Source: an optimization exercise on an open RTL-to-GDS flow (aim: small area, a short achievable clock period and few clock cycles). Production flows keep margins and buffers that such runs may drop. At most, simulation tests tie the RTL to the original design; equivalence was not proved. Power is estimated from default activity; no workload was simulated.

== run 1 ==
==> flow/design.v (excerpt) <==
module upb (
    input  wire        clk,
    input  wire        rst,           
    input  wire        cmd_valid,
    output wire        cmd_ready,
    input  wire [39:0] cmd,
    output wire [31:0] res,
    output wire [3:0]  flt,
    output wire [1:0]  st,
    output wire        tx_valid,
    output wire [7:0]  tx_data,
    input  wire        rx_valid,
    output wire        rx_ready,
    input  wire [7:0]  rx_data,
    output wire [23:0] mem_addr,
    input  wire [7:0]  mem_rdata
);
Size: roughly 3400 cells after synthesis, about 710 flip-flops, about 130 I/O pins, about 0.031 sq mm of cells after synthesis.
==> flow/config.mk <==
export PLATFORM = sky130hd
export DESIGN_NAME = upb
export DESIGN_NICKNAME = upb
export VERILOG_FILES = /design/flow/design.v
export SDC_FILE = /design/flow/constraint.sdc
export NUM_CORES = 4
export LEC_CHECK = 0
export ABC_CLOCK_PERIOD_IN_PS = 3000
export CAP_MARGIN = 20
export CORE_MARGIN = 2
export CORE_UTILIZATION = 45
export CTS_CLUSTER_DIAMETER = 95
export CTS_CLUSTER_SIZE = 27
export SLEW_MARGIN = 20
==> flow/constraint.sdc <==
create_clock -name core_clock -period 12.0 [get_ports {clk}]
set_input_delay 2.4000 -clock core_clock [delete_from_list [all_inputs] [get_ports {clk}]]
set_output_delay 2.4000 -clock core_clock [all_outputs]
set_load 0.01 [all_outputs]
standard.sh (not shown) runs the stock make flow with config.mk's settings and CLKGATE_MAP_FILE= SYNTH_SCRIPT=/design/flow/synth_recipe.tcl, a recipe that flattens the netlist after the stock synthesis.
==> flow/flow/run.sh <==
#!/bin/bash
set -euo pipefail
bash standard.sh SETUP_SLACK_MARGIN=8.55 finish > standard_make.log 2>&1
Testbench counts of run 1, summed over its fixed seeds: cycles 72,184.
Relative to run 1, the following input files were edited for run 2:
- a change of CORE_UTILIZATION from 45 to 55
==> flow/flow/run.sh <==
#!/bin/bash
set -euo pipefail
bash standard.sh SETUP_SLACK_MARGIN=8.45 finish > standard_make.log 2>&1
==> summary.txt <==
- Sort run 1 and run 2 by iteration count of the initial detailed-routing pass desc -> top: run 2
- Taking run 2 over run 1, the count of cells resized by post-cts repair ratio works out to 0.79.
- Run 2 vs. run 1: buffering overhead shows a reduction of 1.2 points; wire length lost 7600 um.
The following lists how run 3 was set up differently from run 2:
- a change of CTS_CLUSTER_DIAMETER from 95 to 90
- a change of CORE_UTILIZATION from 55 to 45
- a change of CTS_CLUSTER_SIZE from 27 to 24
==> flow/flow/run.sh <==
#!/bin/bash
set -euo pipefail
bash standard.sh SETUP_SLACK_MARGIN=8.5 finish > standard_make.log 2>&1
## What came out
sky130_fd_sc_hd__dfxtp_2 as the slowest library cell on the worst path was reported by run 3, and sky130_fd_sc_hd__a221oi_1 by run 2. The core region area of run 3 exceeds that of run 2 by about 22%. Taking run 2 as the reference, in run 3 minimum hold slack flat, sum of routed wire segments on met1 up about 20%, global-route usage down 3.7 points, layout overhead on the synthesized area up 3.6 points, wire length up 12000 um. In run 3, met3 track demand over resource is lower than in run 2.
Relative to run 3, the following input files were edited for run 4:
- changing CTS_CLUSTER_SIZE from 24 to 27
- changing CTS_CLUSTER_DIAMETER from 90 to 95
==> flow/flow/run.sh <==
#!/bin/bash
set -euo pipefail
bash standard.sh SETUP_SLACK_MARGIN=8.4 finish > standard_make.log 2>&1
[summary]
Fmax delta (run 4 − run 3): unfavourable
For final cell count, run 3 and run 4 come out practically identical.
Of run 3 and run 4, run 3 shows the higher post-CTS setup buffer count, with run 4 below it.
Total power (lower): run 4
Clock-pin transition on the worst setup and hold timing paths essentially unchanged between run 3 and run 4.

upb, a different RTL version from the one above (not shown whole).
For scale: roughly 730 flip-flops.
export LEC_CHECK = 0
export ABC_CLOCK_PERIOD_IN_PS = 3000
export CAP_MARGIN = 20
export CORE_MARGIN = 2
export CORE_UTILIZATION = 45
export CTS_CLUSTER_DIAMETER = 100
export CTS_CLUSTER_SIZE = 30
export SLEW_MARGIN = 20
create_clock -name core_clock -period 12.0 [get_ports {clk}]
==> flow/flow/run.sh <==
#!/bin/bash
set -euo pipefail
bash standard.sh SETUP_SLACK_MARGIN=8.5 finish > standard_make.log 2>&1
The starting point went through all stages and came out clean.
Testbench counts at the start, summed over its fixed seeds: cycles 72,184.
Then changed:
--- a/flow/config.mk
+++ b/flow/config.mk
@@ -10,5 +10,5 @@
 export CORE_MARGIN = 2
 export CORE_UTILIZATION = 45
-export CTS_CLUSTER_DIAMETER = 100
-export CTS_CLUSTER_SIZE = 30
+export CTS_CLUSTER_DIAMETER = 90
+export CTS_CLUSTER_SIZE = 24
 export SLEW_MARGIN = 20
Power grows by a few percent. Count of clock-buffer cells in the layout grows by 10. Cell count stays flat. Synthesized area is unchanged. Hold slack is worse by 0.0045 ns. Cell area is higher slightly. Setup slack is worse by 0.020 ns. Critical path depth does not change. Sequential power is about the same.

== v41 ==
upb, a different RTL version from the one above (not shown whole).
Size in the first run: roughly 3,400 cells after synthesis, roughly 130 I/O pins, roughly 0.031 mm2 of cells after synthesis.
Settings: LEC_CHECK=0, ABC_CLOCK_PERIOD_IN_PS=3000, CAP_MARGIN=20, CORE_MARGIN=2, CORE_UTILIZATION=45, SETUP_SLACK_MARGIN=5, SLEW_MARGIN=20; clock period 12.0 ns.
run.sh (not shown) runs the stock make flow with config.mk's settings and CLKGATE_MAP_FILE= SYNTH_SCRIPT=/design/flow/synth_recipe.tcl, a recipe that flattens the netlist after the stock synthesis.
Stock flow here: none of the scripts above is used.
#### Input delta (v48 over v41)
Settings: a deleted SETUP_SLACK_MARGIN that had been 5.
==> flow/flow/run.sh (new file) <==
#!/bin/bash
set -euo pipefail
bash standard.sh SETUP_SLACK_MARGIN=8.6 finish > standard_make.log 2>&1
==> flow/standard.sh (new file) <==
#!/bin/bash
# synth_recipe.tcl (not shown) runs the flow's synth.tcl, then flattens the netlist and writes it again
# the make line also repeats each setting of config.mk as NAME=value (left out here)
make -C /OpenROAD-flow-scripts/flow DESIGN_CONFIG=/design/flow/config.mk WORK_HOME=/design/flow/orfs CLKGATE_MAP_FILE= SYNTH_SCRIPT=/design/flow/synth_recipe.tcl "${@:-finish}"
removed: flow/run.sh
Notes after the runs:
- As of v48, overall power had risen slightly compared to v41.
- met2 track demand over resource ends up lower on v41.
- Against v41, v48 reports a critical path depth that is lower.
- Fmax: v48 higher than v41
- Wire length of the first global-routing pass deteriorates in v48 relative to v41.
- From v41 to v48 the numbers moved as follows: power per cell area down 7.4 mW/mm2, part of the total power dissipated in the clock network down 0.2 points, routed wire length up 2.6%.
- Lower final cell utilization of the core was reported by v41, not v48.
- Delta (v48 minus v41): slew at the pin closest to its max-slew limit moved down; worst setup slack moved up.
For v9, these inputs were changed with respect to v48:
==> flow/flow/run.sh <==
#!/bin/bash
set -euo pipefail
bash standard.sh SETUP_SLACK_MARGIN=8.45 finish > standard_make.log 2>&1
==> summary.txt <==
Filler cell count was lower in the run labelled v48. v48 -> v9: width of the die delta 0, exact match. Post-route standard cell area excluding fillers, v9 vs v48: down slightly. In v9 relative to v48, clock buffer instance count of the final layout had gone down slightly. Going from v48 to v9, per-cell via count in the routed design grew slightly. On clock power, v48 tracks v9 almost exactly. Sort v9 and v48 by area added between synthesis and finish desc -> top: v48.
Edits applied to the flow inputs when going from v9 to v42:
Settings: changing CORE_UTILIZATION from 45 to 60.
==> flow/flow/run.sh <==
#!/bin/bash
set -euo pipefail
bash standard.sh SETUP_SLACK_MARGIN=8.6 finish > standard_make.log 2>&1
==> comparison <==
| area overhead of the layout relative to synthesis | v42 vs v9 | 0.77 points higher |
v9 has a lower wire length than v42.
Summary: with v9 as the reference, cell area in v42 moved up slightly.
Of the two values seen for capture point of the critical path, st[1] was produced by v9 and mem_addr[3] by v42.
v9 -> v42: non-clock buffer count increased by more than 10%
On worst setup margin, v42 does better than v9.
v42 reached the final stage; the timing, design-rule and antenna checks on its layout passed.
No functional check of the RTL was part of any run of this note.

P:
Another version of the RTL of upb (not shown whole).
Size in the first run: about 720 flip-flops, ~31000 sq um of cells after synthesis.
// upb
module upb (
    input  wire        clk,
    input  wire        rst,           
    input  wire        cmd_valid,
    output wire        cmd_ready,
    input  wire [39:0] cmd,
    output wire [31:0] res,
    output wire [3:0]  flt,
    output wire [1:0]  st,
    output wire        tx_valid,
    output wire [7:0]  tx_data,
    input  wire        rx_valid,
    output wire        rx_ready,
    input  wire [7:0]  rx_data,
    output wire [23:0] mem_addr,
    input  wire [7:0]  mem_rdata
);
export LEC_CHECK = 0
export ABC_CLOCK_PERIOD_IN_PS = 3000
export CAP_MARGIN = 20
export CORE_MARGIN = 2
export CORE_UTILIZATION = 45
export SLEW_MARGIN = 20
create_clock -name core_clock -period 12.0 [get_ports {clk}]
standard.sh (not shown) runs the stock make flow with config.mk's settings and CLKGATE_MAP_FILE= SYNTH_SCRIPT=/design/flow/synth_recipe.tcl, a recipe that flattens the netlist after the stock synthesis.
==> flow/flow/run.sh <==
#!/bin/bash
set -euo pipefail
bash standard.sh SETUP_SLACK_MARGIN=8.5 finish > standard_make.log 2>&1
Testbench counts of P, summed over its fixed seeds: cycles 72,056.
For Q, these inputs were changed with respect to P:
Settings: setting CTS_CLUSTER_DIAMETER to 100 for the first time; setting CTS_CLUSTER_SIZE to 30 for the first time.
### Flow results
Delta(via count, Q - P) < 0. Q against P: depth of the CTS H-tree now smaller; share of total power in combinational logic now larger; final worst-path setup slack now smaller; tightest slew margin relative to the limit now larger; power in combinational cells comparable. [compare] base=P new=Q: clock share of power dropped 15 points, number of vias per cell barely changed, sequential share of power climbed 13 points. Looking only at number of design-rule violations left by the first detailed-router iteration, and setting everything else aside, the higher value of P and Q goes to Q.

[separate check: timing with driven ports]
Ports are ideal in the flow. The routed layouts listed here were re-timed in OpenROAD.
Step 1 assumes that a clkbuf_16 drives the clock port and a buf_2 every other input.
Step 2 adds t to the input delays and takes it off the output delays; t is the mean of the earliest and latest rising clock arrival at the registers after step 1. Input paths then give back, and output paths get back, about the clock's delay inside the block.
a / b / c = no drivers / after step 1 / after step 2; a / b = the first two.
run	t, ns	slack for setup (ns)	clock arrival spread, ns
run 1	0.685	8.406 / 8.339 / 7.991	0.049 / 0.049
run 2	0.661	8.423 / 8.367 / 7.986	0.042 / 0.041
run 3	0.689	8.417 / 8.349 / 7.966	0.043 / 0.044
run 4	0.681	8.403 / 8.337 / 7.953	0.030 / 0.030
the first run of note 2	0.677	8.396 / 8.331 / 7.964	0.030 / 0.031
the second run of note 2	0.689	8.376 / 8.312 / 7.931	0.049 / 0.049
v41	0.698	7.660 / 7.660 / 7.356	0.044 / 0.044
v48	0.719	8.434 / 8.369 / 7.922	0.055 / 0.054
v9	0.709	8.402 / 8.334 / 7.829	0.066 / 0.065
v42	0.701	8.457 / 8.392 / 7.975	0.035 / 0.034
P	0.695	8.383 / 8.373 / 7.737	0.031 / 0.031
Q	0.707	8.345 / 8.355 / 7.661	0.028 / 0.028
After both steps every run listed still meets setup and hold. The setup slack of Q, which loses most, moves by +0.010 ns with the drivers and by -0.684 ns with both steps.
